This is an optimization exercise on Yosys and OpenROAD, whose aim is small area, a short achievable clock period and few clock cycles per item, not a production implementation.
The RTL was checked by simulation tests, not by an equivalence proof against the original design.

==> design/flow/design.v <==
module wto_fp_add (
    input  wire [31:0] a,
    input  wire [31:0] b,
    output reg  [31:0] y
);
    reg        big_s, sml_s;
    reg  [7:0] big_e, sml_e;
    reg [23:0] big_m, sml_m;
    reg  [7:0] ediff;
    reg [26:0] big_x, sml_x;    
    reg [26:0] shifted;
    reg        sticky;
    reg [27:0] sum;
    reg  [9:0] e;
    reg  [4:0] lz;
    reg  [4:0] sh;
    reg        rnd;
    reg [30:0] pk;
    integer    i;
    always @(*) begin
        if (a[30:0] >= b[30:0]) begin
            big_s = a[31]; big_e = a[30:23]; big_m = {a[30:23] != 8'd0, a[22:0]};
            sml_s = b[31]; sml_e = b[30:23]; sml_m = {b[30:23] != 8'd0, b[22:0]};
        end else begin
            big_s = b[31]; big_e = b[30:23]; big_m = {b[30:23] != 8'd0, b[22:0]};
            sml_s = a[31]; sml_e = a[30:23]; sml_m = {a[30:23] != 8'd0, a[22:0]};
        end
        if (big_e == 8'd0) big_e = 8'd1;
        if (sml_e == 8'd0) sml_e = 8'd1;
        ediff = big_e - sml_e;
        big_x = {big_m, 3'b000};
        sml_x = {sml_m, 3'b000};
        if (ediff >= 8'd27) begin
            shifted = 27'd0;
            sticky  = (sml_x != 27'd0);
        end else begin
            shifted = sml_x >> ediff;
            sticky  = ((sml_x & ~(27'h7FFFFFF << ediff)) != 27'd0);
        end
        shifted[0] = shifted[0] | sticky;
        if (big_s == sml_s) sum = {1'b0, big_x} + {1'b0, shifted};
        else                sum = {1'b0, big_x} - {1'b0, shifted};
        e  = {2'b00, big_e};
        lz = 5'd0;
        sh = 5'd0;
        if (sum[27]) begin
            sum = {1'b0, sum[27:2], sum[1] | sum[0]};
            e   = e + 10'd1;
        end else begin
            lz = 5'd27;
            for (i = 0; i <= 26; i = i + 1)
                if (sum[i]) lz = 5'd26 - i[4:0];
            if ({5'd0, lz} < e) sh = lz;
            else                sh = e[4:0] - 5'd1;
            sum = sum << sh;
            e   = e - {5'd0, sh};
        end
        rnd    = sum[2] & (sum[1] | sum[0] | sum[3]);
        pk = {(sum[26] ? e[7:0] : 8'd0), sum[25:3]} + {30'd0, rnd};
        if (sum[26:0] == 27'd0)
            y = {big_s & sml_s, 31'd0};            
        else if (e >= 10'd255 || pk[30:23] == 8'hFF)
            y = {big_s, 8'hFF, 23'd0};             
        else
            y = {big_s, pk};
    end
endmodule
module wto_fp_mul (
    input  wire [31:0] a,
    input  wire [31:0] b,
    output reg  [31:0] y
);
    reg         s;
    reg  [23:0] ma, mb;
    reg  [47:0] p;
    reg  [47:0] pn;
    reg  [5:0]  lz;
    reg  signed [11:0] e;
    reg  [11:0] rsh;
    reg         sticky;
    reg         rnd;
    reg  [30:0] pk;
    integer     i;
    always @(*) begin
        s  = a[31] ^ b[31];
        ma = {a[30:23] != 8'd0, a[22:0]};
        mb = {b[30:23] != 8'd0, b[22:0]};
        p  = ma * mb;
        lz = 6'd48;
        for (i = 0; i <= 47; i = i + 1)
            if (p[i]) lz = 6'd47 - i[5:0];
        pn = p << lz;
        e = $signed({4'd0, (a[30:23] == 8'd0) ? 8'd1 : a[30:23]})
          + $signed({4'd0, (b[30:23] == 8'd0) ? 8'd1 : b[30:23]})
          - 12'sd126 - $signed({6'd0, lz});
        sticky = 1'b0;
        rsh    = 12'd0;
        if (e < 12'sd1) begin
            rsh = 12'd1 - e;
            if (rsh >= 12'd48) begin
                sticky = (pn != 48'd0);
                pn     = 48'd0;
            end else begin
                sticky = ((pn & ~(48'hFFFFFFFFFFFF << rsh)) != 48'd0);
                pn     = pn >> rsh;
            end
        end
        sticky = sticky | (pn[22:0] != 23'd0);
        rnd    = pn[23] & (sticky | pn[24]);
        pk = {(pn[47] ? e[7:0] : 8'd0), pn[46:24]} + {30'd0, rnd};
        if (p == 48'd0)
            y = {s, 31'd0};
        else if (e >= 12'sd255 || pk[30:23] == 8'hFF)
            y = {s, 8'hFF, 23'd0};
        else
            y = {s, pk};
    end
endmodule
module wto_wt_rom (
    input  wire [6:0]  addr,    
    output reg  [31:0] data
);
    always @(*) begin
        case (addr)
            7'd0: data = 32'h3F58D499;
            7'd1: data = 32'h3F7AE148;
            7'd2: data = 32'h3F56EF10;
            7'd3: data = 32'h3F54E4FB;
            7'd4: data = 32'h3F37A0F5;
            7'd5: data = 32'h3F331E2B;
            7'd6: data = 32'h3F170BA6;
            7'd7: data = 32'h3F11DE04;
            7'd8: data = 32'h3EEC68B1;
            7'd9: data = 32'h3EE1846C;
            7'd10: data = 32'h3EAA8E78;
            7'd11: data = 32'h3E9F68D1;
            7'd12: data = 32'h3E514260;
            7'd13: data = 32'h3E3AB5CF;
            7'd14: data = 32'h3D9AA60C;
            7'd15: data = 32'h3D5AAAED;
            7'd16: data = 32'h3F145553;
            7'd17: data = 32'h3F7AE148;
            7'd18: data = 32'h3F3224BD;
            7'd19: data = 32'h3F343EBD;
            7'd20: data = 32'h3F32C910;
            7'd21: data = 32'h3F0C560D;
            7'd22: data = 32'h3F0EE46B;
            7'd23: data = 32'h3EFE0E55;
            7'd24: data = 32'h3EC9470B;
            7'd25: data = 32'h3ECA2568;
            7'd26: data = 32'h3E9DE1F3;
            7'd27: data = 32'h3E71D5D5;
            7'd28: data = 32'h3E667188;
            7'd29: data = 32'h3E01A55E;
            7'd30: data = 32'h3DA14795;
            7'd31: data = 32'h3D512A15;
            7'd32: data = 32'h3EE78EB0;
            7'd33: data = 32'h3F7AE148;
            7'd34: data = 32'h3F6331F5;
            7'd35: data = 32'h3F26F943;
            7'd36: data = 32'h3F243767;
            7'd37: data = 32'h3F2E9E82;
            7'd38: data = 32'h3F128F41;
            7'd39: data = 32'h3EE5D2CC;
            7'd40: data = 32'h3EE2167D;
            7'd41: data = 32'h3EDA3DB0;
            7'd42: data = 32'h3EA1770B;
            7'd43: data = 32'h3E699229;
            7'd44: data = 32'h3E62B48C;
            7'd45: data = 32'h3E36E155;
            7'd46: data = 32'h3D8A0FF7;
            7'd47: data = 32'h3B57B1D2;
            7'd48: data = 32'h3EB33EE4;
            7'd49: data = 32'h3F5D41BF;
            7'd50: data = 32'h3F7AE148;
            7'd51: data = 32'h3F4D722D;
            7'd52: data = 32'h3F1B1B1D;
            7'd53: data = 32'h3F0E2BAA;
            7'd54: data = 32'h3F180F48;
            7'd55: data = 32'h3F13A5C9;
            7'd56: data = 32'h3EEC6235;
            7'd57: data = 32'h3EACFCF0;
            7'd58: data = 32'h3E94D81E;
            7'd59: data = 32'h3E967AB9;
            7'd60: data = 32'h3E83D680;
            7'd61: data = 32'h3E1C63E0;
            7'd62: data = 32'h3D3A83A4;
            7'd63: data = 32'h3B0196F6;
            7'd64: data = 32'h3E808CD5;
            7'd65: data = 32'h3F2F0DDD;
            7'd66: data = 32'h3F702DA1;
            7'd67: data = 32'h3F7AE148;
            7'd68: data = 32'h3F5B7A00;
            7'd69: data = 32'h3F2B4B5A;
            7'd70: data = 32'h3F03402B;
            7'd71: data = 32'h3EE0A91D;
            7'd72: data = 32'h3EDF6B2B;
            7'd73: data = 32'h3EE77AD0;
            7'd74: data = 32'h3EDC2805;
            7'd75: data = 32'h3EB16530;
            7'd76: data = 32'h3E62D2D2;
            7'd77: data = 32'h3DCF4CDB;
            7'd78: data = 32'h3CCFCD73;
            7'd79: data = 32'h3A848B02;
            7'd80: data = 32'h3E4E8237;
            7'd81: data = 32'h3F11D560;
            7'd82: data = 32'h3F57431F;
            7'd83: data = 32'h3F7A9100;
            7'd84: data = 32'h3F7AE148;
            7'd85: data = 32'h3F5F687A;
            7'd86: data = 32'h3F34B7B4;
            7'd87: data = 32'h3F08A6CB;
            7'd88: data = 32'h3ECC64BB;
            7'd89: data = 32'h3EA5327F;
            7'd90: data = 32'h3E992019;
            7'd91: data = 32'h3E9B53FB;
            7'd92: data = 32'h3E9AB36B;
            7'd93: data = 32'h3E88D564;
            7'd94: data = 32'h3E3EDBAE;
            7'd95: data = 32'h3D896100;
            7'd96: data = 32'h3E173C18;
            7'd97: data = 32'h3EDBA74C;
            7'd98: data = 32'h3F2B8311;
            7'd99: data = 32'h3F59755E;
            7'd100: data = 32'h3F7441FD;
            7'd101: data = 32'h3F7AE148;
            7'd102: data = 32'h3F6EB6A3;
            7'd103: data = 32'h3F5342CF;
            7'd104: data = 32'h3F2D8B25;
            7'd105: data = 32'h3F034DA2;
            7'd106: data = 32'h3EB44236;
            7'd107: data = 32'h3E5A8EC0;
            7'd108: data = 32'h3DDEB889;
            7'd109: data = 32'h3D2C2E48;
            7'd110: data = 32'h3C1AA93F;
            7'd111: data = 32'h39BAE0E6;
            7'd112: data = 32'h3DC5AD1B;
            7'd113: data = 32'h3E925BA5;
            7'd114: data = 32'h3EEDAC28;
            7'd115: data = 32'h3F1FED3B;
            7'd116: data = 32'h3F42DF08;
            7'd117: data = 32'h3F5E53B4;
            7'd118: data = 32'h3F713D23;
            7'd119: data = 32'h3F7AE148;
            7'd120: data = 32'h3F7AE148;
            7'd121: data = 32'h3F713D23;
            7'd122: data = 32'h3F5E53B4;
            7'd123: data = 32'h3F42DF08;
            7'd124: data = 32'h3F1FED3B;
            7'd125: data = 32'h3EEDAC28;
            7'd126: data = 32'h3E925BA5;
            7'd127: data = 32'h3DC5AD1B;
            default: data = 32'h00000000;
        endcase
    end
endmodule
module wto_nb_rom (
    input  wire [2:0]  addr,
    output reg  [31:0] data
);
    always @(*) begin
        case (addr)
            3'd0: data = 32'h42100000;   
            3'd1: data = 32'h42400000;   
            3'd2: data = 32'h42700000;   
            3'd3: data = 32'h42870000;   
            3'd4: data = 32'h429E0000;   
            3'd5: data = 32'h42B60000;   
            3'd6: data = 32'h42CE0000;   
            3'd7: data = 32'h42E60000;   
            default: data = 32'h00000000;
        endcase
    end
endmodule
module wavetable_osc (
    input  wire        clk,
    input  wire        rst,             
    input  wire        cmd_valid,
    output wire        cmd_ready,
    input  wire [31:0] cmd_word,
    input  wire [31:0] cmd_w0,
    output reg         smp_valid,
    output reg  [31:0] smp_data,
    output wire        idle,
    output reg  [31:0] phase,
    output reg         reset_pending,
    output reg         err_cmd,
    output reg         err_w0
);
    localparam K = 8;                   
    localparam L = 16;                  
    localparam [31:0] F_ZERO   = 32'h00000000;
    localparam [31:0] F_HALF   = 32'h3F000000;
    localparam [31:0] F_ONE    = 32'h3F800000;
    localparam [31:0] F_TWO    = 32'h40000000;
    localparam [31:0] F_1_256  = 32'h3B800000;    
    localparam [31:0] F_TWO_L  = 32'h42000000;    
    localparam [3:0] OP_INIT = 4'd1, OP_FILL = 4'd2, OP_NOTE_ON = 4'd3,
                     OP_NOTE_OFF = 4'd4, OP_PARAM = 4'd5;
    localparam [4:0] S_IDLE    = 5'd0,
                     S_SEL_FR  = 5'd1,    
                     S_SEL_N   = 5'd2,    
                     S_SEL_N1  = 5'd3,    
                     S_SEL_W   = 5'd4,    
                     S_FR_T    = 5'd5,    
                     S_FR_X0F  = 5'd6,    
                     S_FR_K    = 5'd7,    
                     S_FR_A    = 5'd8,    
                     S_FR_D    = 5'd9,    
                     S_FR_M    = 5'd10,   
                     S_FR_S    = 5'd11,   
                     S_FR_BD   = 5'd12,   
                     S_FR_BM   = 5'd13,   
                     S_FR_BS   = 5'd14,   
                     S_FR_PH   = 5'd15,   
                     S_FR_WRAP = 5'd16;   
    function f_ge;
        input [31:0] x, y;
        begin
            if (x[30:0] == 31'd0 && y[30:0] == 31'd0) f_ge = 1'b1;
            else if (x[31] != y[31])                  f_ge = y[31];
            else if (!x[31])                          f_ge = (x[30:0] >= y[30:0]);
            else                                      f_ge = (x[30:0] <= y[30:0]);
        end
    endfunction
    function [31:0] f_from_int;
        input signed [31:0] n;
        reg [31:0] mag;
        reg [7:0]  msb;
        reg [54:0] norm;
        integer    j;
        begin
            mag = n[31] ? -n : n;
            msb = 8'd0;
            for (j = 0; j < 32; j = j + 1)
                if (mag[j]) msb = j[7:0];
            norm = {mag, 23'd0} >> msb;    
            if (mag == 32'd0) f_from_int = F_ZERO;
            else              f_from_int = {n[31], msb + 8'd127, norm[22:0]};
        end
    endfunction
    function signed [31:0] f_floor_int;
        input [31:0] x;
        reg [55:0] fixed;    
        reg [31:0] ip;
        reg        fr;
        begin
            if (x[30:23] < 8'd127) begin           
                ip = 32'd0;
                fr = (x[30:0] != 31'd0);
            end else begin
                fixed = {32'd0, 1'b1, x[22:0]} << (x[30:23] - 8'd126);
                ip    = fixed[55:24];
                fr    = (fixed[23:0] != 24'd0);
            end
            if (x[31]) f_floor_int = -$signed(ip) - (fr ? 32'sd1 : 32'sd0);
            else       f_floor_int = $signed(ip);
        end
    endfunction
    function [31:0] f_trunc;
        input [31:0] x;
        reg [22:0] mask;
        begin
            if (x[30:23] < 8'd127)       f_trunc = {x[31], 31'd0};
            else if (x[30:23] >= 8'd150) f_trunc = x;
            else begin
                mask    = 23'h7FFFFF >> (x[30:23] - 8'd127);
                f_trunc = {x[31:23], x[22:0] & ~mask};
            end
        end
    endfunction
    function [31:0] q31_encode;
        input [31:0] x;
        reg [31:0] mag;
        begin
            if (x[30:23] >= 8'd127)
                q31_encode = x[31] ? 32'h80000000 : 32'h7FFFFFFF;
            else begin
                if (x[30:23] >= 8'd119)
                    mag = {8'd0, 1'b1, x[22:0]} << (x[30:23] - 8'd119);
                else if (x[30:23] >= 8'd95)
                    mag = {8'd0, 1'b1, x[22:0]} >> (8'd119 - x[30:23]);
                else
                    mag = 32'd0;
                q31_encode = x[31] ? -mag : mag;
            end
        end
    endfunction
    reg  [4:0]  state;
    reg  [31:0] wl;                  
    reg  [11:0] frames_left;
    reg  [15:0] pitch;
    reg  [2:0]  sel_i;
    reg  [31:0] sel_f;
    reg  [31:0] wgt;                 
    reg  [31:0] tmp;                 
    reg  [31:0] nn;                  
    reg  [31:0] kf;                  
    reg  [3:0]  xa, xb;              
    reg         na, nb;              
    reg  [2:0]  row;
    reg         pass;                
    reg  [31:0] ra;                  
    reg  [31:0] s0, s1;
    assign idle      = (state == S_IDLE);
    assign cmd_ready = idle;
    reg  [31:0] add_a, add_b, mul_a, mul_b;
    wire [31:0] add_y, mul_y;
    reg  [6:0]  wt_addr;
    wire [31:0] wt_data;
    wire [31:0] wt_signed;
    wto_fp_add u_add (.a(add_a), .b(add_b), .y(add_y));
    wto_fp_mul u_mul (.a(mul_a), .b(mul_b), .y(mul_y));
    wto_wt_rom u_wt  (.addr(wt_addr), .data(wt_data));
    wire [31:0] nb_rom [0:K-1];
    genvar g;
    generate
        for (g = 0; g < K; g = g + 1) begin : g_nb
            wto_nb_rom u_nb (.addr(g[2:0]), .data(nb_rom[g]));
        end
    endgenerate
    reg [2:0] i0, i1;
    integer   si;
    always @(*) begin
        i0 = 3'd7;
        i1 = 3'd7;
        for (si = K - 1; si >= 0; si = si - 1) begin
            if (f_ge(nb_rom[si], nn))    i0 = si[2:0];
            if (f_ge(nb_rom[si], add_y)) i1 = si[2:0];
        end
    end
    reg signed [31:0] x0i;
    reg signed [31:0] x0w;
    reg signed [31:0] x0m;
    reg [3:0]         fx0, fx1;
    reg               fn0, fn1;
    always @(*) begin
        x0i = f_floor_int(tmp);
        x0w = (x0i < 0) ? x0i + 2 * L : x0i;
        if (x0w >= L) begin
            x0m = 2 * L - 1 - x0w;
            fx0 = x0m[3:0];
            fn0 = 1'b1;
        end else begin
            x0m = x0w;
            fx0 = x0m[3:0];
            fn0 = 1'b0;
        end
        fn1 = fn0;
        if (fn0 && fx0 == 4'd0) begin           
            fx1 = 4'd0;
            fn1 = 1'b0;
        end else if (!fn0 && fx0 == 4'd15) begin   
            fx1 = 4'd15;
            fn1 = 1'b1;
        end else if (fn0) begin
            fx1 = fx0 - 4'd1;
        end else begin
            fx1 = fx0 + 4'd1;
        end
    end
    assign wt_signed = {wt_data[31] ^ ((state == S_FR_A) ? na : nb), wt_data[30:0]};
    always @(*) begin
        add_a = tmp;
        add_b = F_ZERO;
        mul_a = tmp;
        mul_b = F_ZERO;
        wt_addr = {row, xa};
        case (state)
            S_SEL_FR:  begin mul_a = f_from_int({24'd0, pitch[7:0]}); mul_b = F_1_256; end
            S_SEL_N:   begin add_a = f_from_int({24'd0, pitch[15:8]}); add_b = tmp; end
            S_SEL_N1:  begin add_a = nn; add_b = F_ONE; end
            S_SEL_W:   begin mul_a = F_TWO; mul_b = sel_f; end
            S_FR_T:    begin mul_a = phase; mul_b = F_TWO_L; end
            S_FR_X0F:  begin add_a = tmp; add_b = {1'b1, F_HALF[30:0]}; end
            S_FR_K:    begin
                           add_a = tmp;
                           add_b = f_from_int(x0i);
                           add_b[31] = ~add_b[31];
                       end
            S_FR_A:    wt_addr = {row, xa};
            S_FR_D:    begin
                           wt_addr = {row, xb};
                           add_a = wt_signed;
                           add_b = {~ra[31], ra[30:0]};
                       end
            S_FR_M:    begin mul_a = kf; mul_b = tmp; end
            S_FR_S:    begin add_a = ra; add_b = tmp; end
            S_FR_BD:   begin add_a = s1; add_b = {~s0[31], s0[30:0]}; end
            S_FR_BM:   begin mul_a = wgt; mul_b = tmp; end
            S_FR_BS:   begin add_a = s0; add_b = tmp; end
            S_FR_PH:   begin add_a = phase; add_b = wl; end
            S_FR_WRAP: begin
                           add_a = tmp;
                           add_b = f_trunc(tmp);
                           add_b[31] = ~add_b[31];
                       end
            default: ;
        endcase
    end
    wire w0_ok = (cmd_w0[30:23] != 8'hFF) && (!cmd_w0[31] || cmd_w0[30:0] == 31'd0);
    always @(posedge clk) begin
        smp_valid <= 1'b0;
        if (rst) begin
            state         <= S_IDLE;
            phase         <= F_ZERO;
            reset_pending <= 1'b0;
            err_cmd       <= 1'b0;
            err_w0        <= 1'b0;
            smp_data      <= 32'd0;
        end else begin
            case (state)
                S_IDLE: if (cmd_valid) begin
                    case (cmd_word[31:28])
                        OP_INIT: begin
                            phase         <= F_ZERO;
                            reset_pending <= 1'b0;
                        end
                        OP_NOTE_ON:  reset_pending <= 1'b1;
                        OP_NOTE_OFF: ;
                        OP_PARAM:    ;
                        OP_FILL: begin
                            if (!w0_ok) begin
                                err_w0 <= 1'b1;
                            end else begin
                                wl          <= cmd_w0;
                                frames_left <= cmd_word[27:16];
                                pitch       <= cmd_word[15:0];
                                if (reset_pending) phase <= F_ZERO;
                                reset_pending <= 1'b0;
                                state       <= S_SEL_FR;
                            end
                        end
                        default: err_cmd <= 1'b1;
                    endcase
                end
                S_SEL_FR: begin
                    tmp   <= mul_y;
                    state <= S_SEL_N;
                end
                S_SEL_N: begin
                    nn    <= add_y;
                    state <= S_SEL_N1;
                end
                S_SEL_N1: begin
                    sel_i <= i0;
                    sel_f <= (i0 == i1) ? F_ZERO : tmp;
                    state <= S_SEL_W;
                end
                S_SEL_W: begin
                    wgt   <= f_ge(sel_f, F_HALF) && sel_f != F_HALF ? F_ONE : mul_y;
                    state <= (frames_left == 12'd0) ? S_IDLE : S_FR_T;
                end
                S_FR_T: begin
                    tmp   <= mul_y;
                    state <= S_FR_X0F;
                end
                S_FR_X0F: begin
                    tmp   <= add_y;
                    state <= S_FR_K;
                end
                S_FR_K: begin
                    kf    <= add_y;
                    xa    <= fx0;
                    na    <= fn0;
                    xb    <= fx1;
                    nb    <= fn1;
                    row   <= sel_i;
                    pass  <= 1'b0;
                    state <= S_FR_A;
                end
                S_FR_A: begin
                    ra    <= wt_signed;
                    state <= S_FR_D;
                end
                S_FR_D: begin
                    tmp   <= add_y;
                    state <= S_FR_M;
                end
                S_FR_M: begin
                    tmp   <= mul_y;
                    state <= S_FR_S;
                end
                S_FR_S: begin
                    if (!pass) begin
                        s0 <= add_y;
                        if (sel_f[30:0] != 31'd0) begin
                            row   <= row + 3'd1;
                            pass  <= 1'b1;
                            state <= S_FR_A;
                        end else begin
                            smp_valid <= 1'b1;
                            smp_data  <= q31_encode(add_y);
                            state     <= S_FR_PH;
                        end
                    end else begin
                        s1    <= add_y;
                        state <= S_FR_BD;
                    end
                end
                S_FR_BD: begin
                    tmp   <= add_y;
                    state <= S_FR_BM;
                end
                S_FR_BM: begin
                    tmp   <= mul_y;
                    state <= S_FR_BS;
                end
                S_FR_BS: begin
                    smp_valid <= 1'b1;
                    smp_data  <= q31_encode(add_y);
                    state     <= S_FR_PH;
                end
                S_FR_PH: begin
                    tmp   <= add_y;
                    state <= S_FR_WRAP;
                end
                S_FR_WRAP: begin
                    phase       <= add_y;
                    frames_left <= frames_left - 12'd1;
                    state       <= (frames_left == 12'd1) ? S_IDLE : S_FR_T;
                end
                default: state <= S_IDLE;
            endcase
        end
    end
endmodule
==> design/flow/run.sh <==
#!/bin/bash
# synth_recipe.tcl (not shown) runs the flow's synth.tcl, then flattens the netlist and writes it again
# the make line also repeats each setting of config.mk as NAME=value (left out here)
make -C /OpenROAD-flow-scripts/flow DESIGN_CONFIG=/design/flow/config.mk WORK_HOME=/design/flow/orfs CLKGATE_MAP_FILE= SYNTH_SCRIPT=/design/flow/synth_recipe.tcl finish
==> design/flow/config.mk <==
export PLATFORM = sky130hd
export DESIGN_NAME = wavetable_osc
export DESIGN_NICKNAME = wavetable_osc
export VERILOG_FILES = /design/flow/design.v
export SDC_FILE = /design/flow/constraint.sdc
export NUM_CORES = 4
export LEC_CHECK = 0
export CAP_MARGIN = 20
export CORE_MARGIN = 2
export CORE_UTILIZATION = 30
export PLACE_DENSITY = 0.5
export SLEW_MARGIN = 20
==> design/flow/constraint.sdc <==
create_clock -name core_clock -period 30.0 [get_ports {clk}]
set_input_delay 6.0000 -clock core_clock [delete_from_list [all_inputs] [get_ports {clk}]]
set_output_delay 6.0000 -clock core_clock [all_outputs]
set_load 0.01 [all_outputs]
==> summary.txt <==
[cell type report]
class	instances	area share (%)
tap	3589	4.62
sequential	402	11.7
timing repair buffer	1302	10.7
antenna	9	0.0232
clock buffer	61	1.33
clock inverter	29	0.339
multi-input combinational	9093	68.5
inverter	732	2.84
[stage by stage]
step | util (%) | setup slack, ns | hold slack (ns)
2_1_floorplan | - | 0.986 | 0.471
3_3_place_gp | 34.5 | -0.512 | 0.448
3_5_place_dp | 34.5 | 0.0174 | 0.448
4_1_cts | 35.1 | 0.122 | 0.463
5_1_grt | 35.4 | -0.0292 | 0.481
6_report | 35.5 | 1.36 | 0.461
[how the worst max path moves through the flow]
stage	startpoint	to	slack [ns]	cells past startpoint
floorplan	tmp[25]	smp_data[26]	0.99	155
detailed placement	tmp[25]	smp_data[12]	0.02	133
global placement	tmp[25]	smp_data[12]	-0.51	134
finish	tmp[25]	smp_data[30]	1.36	129
global route	tmp[24]	smp_data[18]	-0.03	151
CTS	tmp[23]	smp_data[12]	0.12	135
[cells by family after synthesis]
logic type      count (synthesis)  synth area share (%)
buf+inv                      1491                  7.18
simple gates                 4134                  23.9
xor+xnor                      246                  2.61
fa+ha+maj                     886                  17.8
mux                           264                  4.04
compound gates               3563                  30.7
flops                         402                  13.7
[flip-flops by register name (all words and copies together) (netlist names), 4 cells and up]
| name | count |
|---|---|
| frames_left | 12 |
| kf | 32 |
| nn | 32 |
| phase | 32 |
| pitch | 16 |
| ra | 28 |
| s0 | 32 |
| s1 | 32 |
| sel_f | 32 |
| smp_data | 32 |
| state | 5 |
| tmp | 32 |
| wgt | 32 |
| wl | 32 |
| xa | 4 |
| xb | 4 |
[tightest hold or removal path: stages, from the launching register on]
cell,delay [ns]
dfxtp_1,0.31
nand2_1,0.05
a21oi_1,0.05
[repair_timing]
action                                  4_1_cts  5_1_grt
setup buffers                                 0       51
cloned                                        0        0
resized for setup                             3      135
pin swaps                                     0       18
endpoints found under the setup margin       13      184
[placed cells by master (no fill, tap or decap), types with 93 or more instances in the layout]
master	n
clkdlybuf4s50_1	135
nand2b_1	95
a21o_1	119
edfxtp_1	329
o21ai_0	622
a21oi_1	619
nand4_1	155
xnor2_1	177
fa_1	487
a31oi_1	152
nor2_1	1152
a211oi_1	144
o31ai_1	93
mux2i_1	155
o211ai_1	197
ha_1	394
inv_1	709
nand3_1	393
a22oi_1	141
and3_1	104
and2_1	147
nand2_1	1160
o22ai_1	103
nor3_1	339
buf_4	1143
nor4_1	104
[metal layers]
layer | global-route usage, % | vias up
li1 | - | 42200
met4 | 15.1 | 10
met2 | 49.8 | 6075
met5 | 0.0866 | -
met1 | 45.0 | 48500
met3 | 5.92 | 1149
==> impl_metrics.csv <==
group,metric,value,unit
layout,final_layout_size_suffix_gt1_share,15.4,%
timing,final.min_clock_period,28.64,ns
timing,finalCritPeriodShare,95.5,%
synthesis,synth.distinct_cells,149,
worst_setup_path,crit_buf_inv,19,
timing,hold_viol_final,0,
grt,grt_pass1_wl,684,mm
synthesis,netlist_area,82700,um2
min_path,worstHoldPathType,"flip-flop to flip-flop",
layout,fin_cells,15200,
clock_network,cts_max_path_buffers,3,
min_path,hold_start,"smp_data[10]",
worst_setup_path,r2r_start,"tmp[25]",
clock_network,hold_buffers,0,
drt,wl_per_cell,31.5,um
timing,slew_violations,0,
drt,wl_met1,202,mm
clock_network,numCtsBuffers,48,
clock_network,ctsRootBufferMaster,"clkbuf_16",
timing,max_clock_freq,34.9,MHz
floorplan,core_area,274000,um2
drt,drt_iter0_markers,13400,
worst_setup_path,rr_worst_depth,129,
timing,slew_headroom,14.5,%
worst_setup_path,crit_top_cell,"buf_4",
worst_setup_path,endpoint_kind,"flip-flop",
place,dpl.hpwl,383,mm
worst_setup_path,cpPeakStageDelay,1.02,ns
worst_setup_path,r2r_slack,1.36,ns
place,dp.cells,15100,
worst_setup_path,worstPathArrival,29.12,ns
synthesis,yosysWarnings,5,
flow_run,maxCapViolations,0,
worst_setup_path,rr_endpoint,"smp_data[30]",
timing,final-setup-viol-count,0,
drt,routed_wirelength,480,mm
grt,grt_usage,32.8,%
grt,antenna_found_initial,13,
layout,area_delta_synth_final,17.4,%
timing,skew,0.0398,ns
drt,met3_length,45.6,mm
synthesis,yosysTopAreaCell,"edfxtp_1",
synthesis,yosys.area.top_type_share,11.9,%
min_path,hold_end,"smp_data[10]",
layout,finalNetCount,12500,
drt,wl_met2,205,mm
synthesis,seq_area_frac_synth,13.7,%
layout,multiInputGateArea,66500,um2
floorplan,dieArea,280000,um2
drt,final_antenna_net_count,0,
place,port_buffers,136,
drt,drcViolationCount,0,
worst_setup_path,crit_family,"compound AO/OA/AOI/OAI gates",
drt,viasPerCell,6.44,
floorplan,die_x,529,um
worst_setup_path,crit_type,"flip-flop to flip-flop",
layout,n_fill_cell,29100,
clock_network,path_clk_slew,0.07,ns
clock_network,cts_tree,"done",
floorplan,io_pins,137,
synthesis,synth_top_flop_cell,"edfxtp_1",
worst_setup_path,path_max_fanout,15,
floorplan,initial_utilization,30.2,%
grt,grt-ovfl-total,0,
floorplan,die_y,529,um
place,dpl_cell_area,94400,um2
synthesis,synth_async_sr_flop_share,0,%
worst_setup_path,critPathSlowestCell,"a311oi_1",
clock_network,cts.sinks,402,
grt,first_global_vias,93200,
synthesis,synth_edf_count,329,
min_path,whs_path_depth,2,
status,status,"timing/DRC/antenna clean",
layout,stdcell_area,97100,um2
synthesis,synth_area_leaders,"edfxtp_1 (12%), fa_1 (12%), ha_1 (6.0%)",
synthesis,synth.avg_cell_area,7.53,um2
worst_setup_path,required,30.47,ns
layout,seq_area,11300,um2
synthesis,synthCells,11000,
clock_network,clk-insertion-delay-late,0.63,ns
floorplan,row_count,192,
timing,fin_setup_tns,0,ns
timing,worstMarginPinSlew,1.27,ns
drt,dr_total_vias,98000,
drt,top_layer_used,"met5",
synthesis,synth.most_common_cell,"nor2_1",
synthesis,synth-seq-cells,402,
place,gp_congestion,1.04,
clock_network,htreeDepth,2,
worst_setup_path,critPathLaunchType,"flip-flop",
synthesis,synth_nets,11900,
grt,grt_max_degree,110,
synthesis,synth_commonest_cells,"nor2_1 (1,168), nand2_1 (1,163), inv_1 (712), o21ai_0 (642), a21oi_1 (630)",
drt,drtPass1Iterations,9,
Testbench counts, summed over its fixed seeds: cycles 561,641, items 41,154.

[re-timing with driven ports]
No port has a modelled driver above. Below, the same layout with a new extraction and two added sets of constraints.
Step 1 assumes that a clkbuf_16 drives the clock port and a buf_2 every other input.
Step 2 also shifts input and output timing later by t, the mid clock arrival at the registers, as if the neighbouring blocks saw the same clock.
a / b / c = ideal / step 1 / step 2; a / b = the first two.
t (ns): 0.687
slack for setup (ns): 1.357 / 1.357 / 1.357
worst hold slack (ns): 0.461 / 0.461 / 0.461
worst slew at a driven data input, ns: 0.12
After both steps setup and hold are still met in this run. For this run, drivers alone change the setup slack by 0.000 ns; drivers and shift together by 0.000 ns.
